This design comes from an exercise in tuning for small area on the open sky130 flow, not from production work. Function was checked by simulation only, so behaviour that the tests miss may differ from the original. Power and IR drop assume default switching activity.

$ cat design/flow/config.mk
export PLATFORM = sky130hd
export DESIGN_NAME = osc4_audio
export DESIGN_NICKNAME = osc4_audio
export VERILOG_FILES = /design/flow/design.v
export SDC_FILE = /design/flow/constraint.sdc
export NUM_CORES = 4
export LEC_CHECK = 0
export CAP_MARGIN = 20
export CORE_MARGIN = 2
export CORE_UTILIZATION = 40
export SLEW_MARGIN = 20
$ cat design/flow/constraint.sdc
create_clock -name core_clock -period 15.0 [get_ports {clk}]
set_input_delay 3.0000 -clock core_clock [delete_from_list [all_inputs] [get_ports {clk}]]
set_output_delay 3.0000 -clock core_clock [all_outputs]
set_load 0.01 [all_outputs]
$ cat design/flow/design.v
module osc4_audio (
    input  wire        clk,
    input  wire        rst,
    input  wire        cmd_valid,
    output wire        cmd_ready,
    input  wire [31:0] cmd_word,
    output reg  [15:0] level_a,
    output reg  [15:0] level_b,
    output reg         fault,
    output reg  [1:0]  cause,
    output reg  [31:0] fault_op
);
    localparam [31:0] FULL_CYCLE = 32'h0100_0000;
    localparam [31:0] HALF_CYCLE = 32'h0080_0000;
    localparam integer PH_DROP   = 8;
    localparam integer RAMP_BITS = 16;
    localparam [31:0] STEP_K     = 32'd23456248;
    localparam [6:0]  DECAY_NUM = 7'd85;
    localparam [6:0]  DECAY_DEN = 7'd100;
    localparam [11:0] NEED0      = 12'd54;
    localparam [11:0] NEED12     = 12'd9;
    localparam [1:0] C_CAPACITY    = 2'd1;
    localparam [1:0] C_VOICE_INDEX = 2'd2;
    localparam [1:0] C_BAD_COMMAND = 2'd3;
    assign cmd_ready = 1'b1;
    wire [3:0]  op  = cmd_word[31:28];
    wire [3:0]  sel = cmd_word[27:24];
    wire [23:0] imm = cmd_word[23:0];
    wire [1:0]  v   = sel[1:0];
    reg reserved;
    always @(*) begin
        case (op)
            4'h1, 4'h2: reserved = 1'b0;
            4'h3:       reserved = (imm[23:2] != 22'd0);
            4'h4, 4'h7: reserved = (cmd_word[27:0] != 28'd0);
            4'h5:       reserved = (sel > 4'd2);
            4'h6:       reserved = (sel != 4'd0);
            4'h8:       reserved = (sel != 4'd0) || (imm[23:4] != 20'd0);
            4'h9:       reserved = (sel != 4'd0) || (imm[23:3] != 21'd0);
            default:    reserved = 1'b1;
        endcase
    end
    wire is_voice_op = (op == 4'h1) || (op == 4'h2) || (op == 4'h3);
    wire bad_voice   = is_voice_op && (sel >= 4'd4);
    wire [11:0] cap  = imm[23:12];
    wire bad_cap     = (op == 4'h5) && (cap < ((sel == 4'd0) ? NEED0 : NEED12));
    wire do_fault  = reserved || bad_voice || bad_cap;
    wire [1:0] fault_cause = reserved  ? C_BAD_COMMAND :
                             bad_voice ? C_VOICE_INDEX : C_CAPACITY;
    wire exec = cmd_valid && cmd_ready && !fault;
    wire [55:0] hz_prod  = {32'd0, imm} * {24'd0, STEP_K};
    wire [31:0] new_step = hz_prod[55:24];
    wire [5:0] new_vol = imm[23] ? 6'd0 : imm[5:0];
    wire        is_tick  = exec && !do_fault && (op == 4'h8);
    wire        is_decay = exec && !do_fault && (op == 4'h4);
    wire [31:0] amp [0:3];
    genvar g;
    generate
        for (g = 0; g < 4; g = g + 1) begin : voice
            reg [31:0] phase;
            reg [31:0] step;
            reg [5:0]  vol;
            reg [1:0]  kind;
            wire wr = exec && !do_fault && (v == g);
            wire [12:0] dprod = vol * DECAY_NUM;
            wire [12:0] dquot = dprod / {6'd0, DECAY_DEN};
            wire [5:0]  dvol  = dquot[5:0];
            wire [31:0] psum   = phase + step;
            wire [31:0] nphase = (psum >= FULL_CYCLE) ? psum - FULL_CYCLE : psum;
            wire [31:0] ph     = nphase >> PH_DROP;
            wire [31:0] prod   = ph * {26'd0, vol};
            wire [31:0] t      = prod >> (RAMP_BITS - 1);
            wire [31:0] vol32  = {26'd0, vol};
            reg [31:0] a;
            always @(*) begin
                case (kind)
                    2'd0:    a = (nphase > HALF_CYCLE) ? vol32 : 32'd0;
                    2'd1:    a = prod >> RAMP_BITS;
                    2'd2:    a = (t > vol32) ? ((vol32 << 1) - t) : t;
                    default: a = imm[g] ? vol32 : 32'd0;
                endcase
            end
            assign amp[g] = a;
            always @(posedge clk) begin
                if (rst) begin
                    phase <= 32'd0;
                    step  <= 32'd0;
                    vol   <= 6'd0;
                    kind  <= 2'd0;
                end else begin
                    if (wr && op == 4'h1) step <= new_step;
                    if (wr && op == 4'h2) vol  <= new_vol;
                    if (wr && op == 4'h3) kind <= imm[1:0];
                    if (is_decay && g < 2) vol <= dvol;
                    if (is_tick) phase <= nphase;
                end
            end
        end
    endgenerate
    wire [31:0] mix = amp[0] + amp[1] + amp[2] + amp[3];
    always @(posedge clk) begin
        if (rst) begin
            level_a  <= 16'd0;
            level_b  <= 16'd0;
            fault    <= 1'b0;
            cause    <= 2'd0;
            fault_op <= 32'd0;
        end else if (exec) begin
            if (do_fault) begin
                fault    <= 1'b1;
                cause    <= fault_cause;
                fault_op <= cmd_word;
            end else if (op == 4'h8) begin
                level_a <= mix[15:0];
                level_b <= mix[15:0];
            end
        end
    end
endmodule
$ cat design/flow/run.sh
#!/bin/bash
# synth_recipe.tcl (not shown) runs the flow's synth.tcl, then flattens the netlist and writes it again
# the make line also repeats each setting of config.mk as NAME=value (left out here)
make -C /OpenROAD-flow-scripts/flow DESIGN_CONFIG=/design/flow/config.mk WORK_HOME=/design/flow/orfs CLKGATE_MAP_FILE= SYNTH_SCRIPT=/design/flow/synth_recipe.tcl finish
==> results.txt <==
[layout by cell type (no fill, tap or decap), types with 92 or more instances in the layout]
master / Yosys / layout
nand2_1: 1088 / 1086
inv_1: 844 / 844
fa_1: 647 / 647
ha_1: 599 / 599
a21oi_1: 405 / 403
nor2_1: 379 / 378
dfxtp_1: 311 / 311
xnor2_1: 178 / 167
o21ai_0: 160 / 158
nor3_1: 133 / 131
nand3_1: 120 / 119
and2_1: 112 / 112
clkdlybuf4s50_1: 0 / 100
xor2_1: 95 / 92
[metal layers]
layer | track usage [%] | vias up | routed length (µm)
met3 | 3.17 | 191 | 7840
met2 | 38.0 | 1024 | 68200
met1 | 28.9 | 21094 | 63600
met5 | 0 | - | 13
met4 | 7.68 | 2 | 5110
li1 | - | 20794 | -
[registers in the layout, summed over array words and instances (netlist names)]
register and flops:
voice.phase 128, voice.kind 8, cause 2, fault_op 32
level_a 16, voice.vol 24, voice.step 100, fault 1
[repair_timing]
item / CTS / global route
gates resized for setup: 0 / 27
endpoints found under the hold margin: 0 / 0
setup endpoints to repair: 0 / 5
setup buffers: 0 / 4
[worst max-delay path, delay by kind of cell, from the launching register on]
family	cells	cell delay (ns)
adders and majority gates	10	4.03
and+or+nand+nor	14	3.29
xor gates and xnor gates	4	0.85
buffers and inverters	4	0.34
DFF	1	0.33
muxes	1	0.18
AOI/OAI and AO/OA	25	4.92
[through the flow]
| stage | power (µW) | hold slack, ns | cells | setup WS, ns | instance area, µm² |
|---|---|---|---|---|---|
| floorplan | 4470 | 0.436 | 6294 | 2.01 | 51000 |
| global placement | 7810 | 0.447 | 7903 | 0.637 | 53900 |
| detailed placement | 8230 | 0.451 | 7904 | 0.362 | 53900 |
| CTS | 9380 | 0.459 | 7984 | 0.285 | 55400 |
| global route | 9920 | 0.473 | 7989 | 0.00855 | 55600 |
| finish | 9310 | 0.457 | 7989 | 0.936 | 55600 |
[power by group through the flow]
stage	Combinational, µW	Sequential [µW]	Clock (µW)
after global routing	7920	842	1150
after CTS	7420	842	1120
after detailed placement	7370	860	0
after floorplan	3610	861	0
after global placement	6950	859	0
final	7380	842	1090
[logic make-up (layout without fill, tap and decap cells)]
| family | Yosys count | count (layout) | share of synthesized area, % |
|---|---|---|---|
| simple gates | 2157 | 2157 | 18.9 |
| fa+ha+maj | 1247 | 1247 | 40.1 |
| xor+xnor | 275 | 275 | 4.76 |
| other cells | 1 | 1 | 0.00735 |
| flops | 311 | 311 | 12.2 |
| compound gates | 1147 | 1147 | 14.5 |
| buf+inv | 1084 | 1117 | 8.12 |
| mux | 72 | 72 | 1.43 |
[final timing paths]
kind,end,slack [ns]
hold / removal,voice[2].step[22]$_SDFFE_PP0P_,0.46
setup reg to reg,level_a[15]$_SDFFE_PP0P_,0.94
hold reg to reg,voice[2].step[22]$_SDFFE_PP0P_,0.46
setup / recovery,level_a[15]$_SDFFE_PP0P_,0.94
[layout make-up]
cell class                 count  area share (%)
inverter                     845            5.71
timing repair buffer         192            3.12
multi-input combinational   4899            73.6
sequential                   311            11.2
clock buffer                  58            2.20
tap                         1662            3.74
clock inverter                22           0.457
==> metrics.md <==
| Metric | Value |
|---|---|
| Via count | 43105 |
| Vias per cell | 5.40 |
| Root buffer cell | clkbuf_16 |
| Worst hold-check path type | flop to flop |
| Final Skew | 0.0273 ns |
| Final min period | 14.06 ns |
| Worst R2R Start | voice[1].phase[0]$_SDFFE_PP0P_ |
| Synthesized Nets | 7575 |
| Top-count cell post-synth | nand2_1 |
| Hold path startpoint | voice[2].step[22]$_SDFFE_PP0P_ |
| Gr usage total | 22.3% |
| IO Pins | 103 |
| DRT Pass-1 Iters | 6 |
| Share of cells above drive strength 1 | 4.17% |
| Yosys reg bits | 311 |
| CTS buffer count | 44 |
| Clock insertion delay at the later pin of the skew report | 0.63 ns |
| Startpoint types | flop |
| Peak Freq | 0.0711 GHz |
| Count of flip-flops with a built-in enable after synthesis | 0 |
| CP arrival | 14.53 ns |
| Yosys warns | 1 |
| NetSw | 5500 µW |
| DRC | 0 |
| Hold depth | 2 |
| Vias in the first global route | 43633 |
| Number of fillers in the final layout | 12786 |
| DIE WIDTH | 361 µm |
| CTS tree | done |
| TritonCTS sink count | 311 |
| Synth top area share | 25.4% |
| Syn Area/Cell | 8.11 µm² |
| Reg power frac | 9.0% |
| PwrDens | 167 nW/µm² |
| N_diodes | 0 |
| Layout net count | 7574 |
| GRT overflow | 0 |
| Hold Vio Cnt, Final | 0 |
| Sequential share of the synthesized area | 12.2% |
| Routed WL per cell | 18.1 µm |
| Area occupied by multi-input gates | 40900 µm² |
| Port Buffers | 101 |
| Slew of the pin with the lowest slew margin | 1.18 ns |
| Routed WL | 145 mm |
| Die area | 130000 µm² |
| Post-Syn Area | 51000 µm² |
| Slew HR | 21.2% |
| Critical path type | flop to flop |
| Core Rows | 131 |
| Count of final max-slew check failures | 0 |
| Fraction of registers with async set/reset | 0% |
| Proportion of power drawn by the clock network | 11.7% |
| Die Y | 361 µm |
| Initial antenna violation count | 2 |
| CP startpoint | voice[1].phase[0]$_SDFFE_PP0P_ |
| Clk slew on worst S/H paths | 0.06 ns |
| Synth Flop Type | dfxtp_1 |
| Commonest cells in the netlist | 1088 x nand2_1, 844 x inv_1, 647 x fa_1 |
| Register area | 6230 µm² |
| Number of DRC markers in iteration 0 | 2459 |
| Outcome | no timing/DRC/antenna violations |
| Synth Instances | 6294 |
| Final setup fails | 0 |
| R2R depth | 58 |
| Yosys top cell by area | fa_1 |
| Area Overhead vs Synth | 8.89% |
| Initial core utilization | 40.2% |
| HPWL after DPL | 115 mm |
| Peak supply drop | 0.000941 V |
| Setup TNS | 0 ns |
| Int Power | 3810 µW |
| Worst stage delay on the critical path | 0.56 ns |
| Hold buffer count at cts | 0 |
| Unique masters post-synth | 103 |
| CTS max path bufs | 3 |
| Slowest CP cell | fa_1 |
| Ranking of synthesized cells by area | fa_1 25%, ha_1 15%, dfxtp_1 12%, nand2_1 8.0%, inv_1 6.2% |
| H-tree levels | 2 |
| Largest net degree at the start of global routing | 153 |
| Leakage power | 0.0266 µW |
| Core box area | 127000 µm² |
| Worst Path Max Fanout | 9 |
| Switch share | 59.1% |
| Final ANT Viol Nets | 0 |
| Final Util | 43.8% |
| Crit share post-route | 93.8% |
| Maxcap violations | 0 |
| Combinational fraction of design power | 79.3% |
| CP required | 15.47 ns |
| Most used cell, CP | fa_1 |
| Crit. End Element | flop |
| First-pass GRT wire length | 235 mm |
| RSZ-0062 raised after global routing | no |
| Gpl congestion | 0.918 |

-- re-timing with driven ports --
How much do the figures lean on ideal ports? The routed layout below was timed once more, with nothing changed but the port constraints.
Step 1: set_driving_cell puts a clkbuf_16 on clk and a buf_2 on each other input, an assumption about the parent block.
Step 2, shift: input delay + t, output delay - t, t = (earliest + latest rising clock arrival at the registers) / 2. This alone moves slack from input paths to output paths.
Slacks: no drivers / after step 1 / after step 2; pairs: no drivers / after step 1.
shift t [ns]: 0.694
setup slack, ns: 0.936 / 0.936 / 0.936
hold slack, ns: 0.457 / 0.457 / 0.457
worst setup path at the end: register to register
worst data-port slew with drivers (ns): 0.05
After both steps this run still meets setup and hold. For this run, drivers alone change the setup slack by 0.000 ns; drivers and shift together by 0.000 ns.
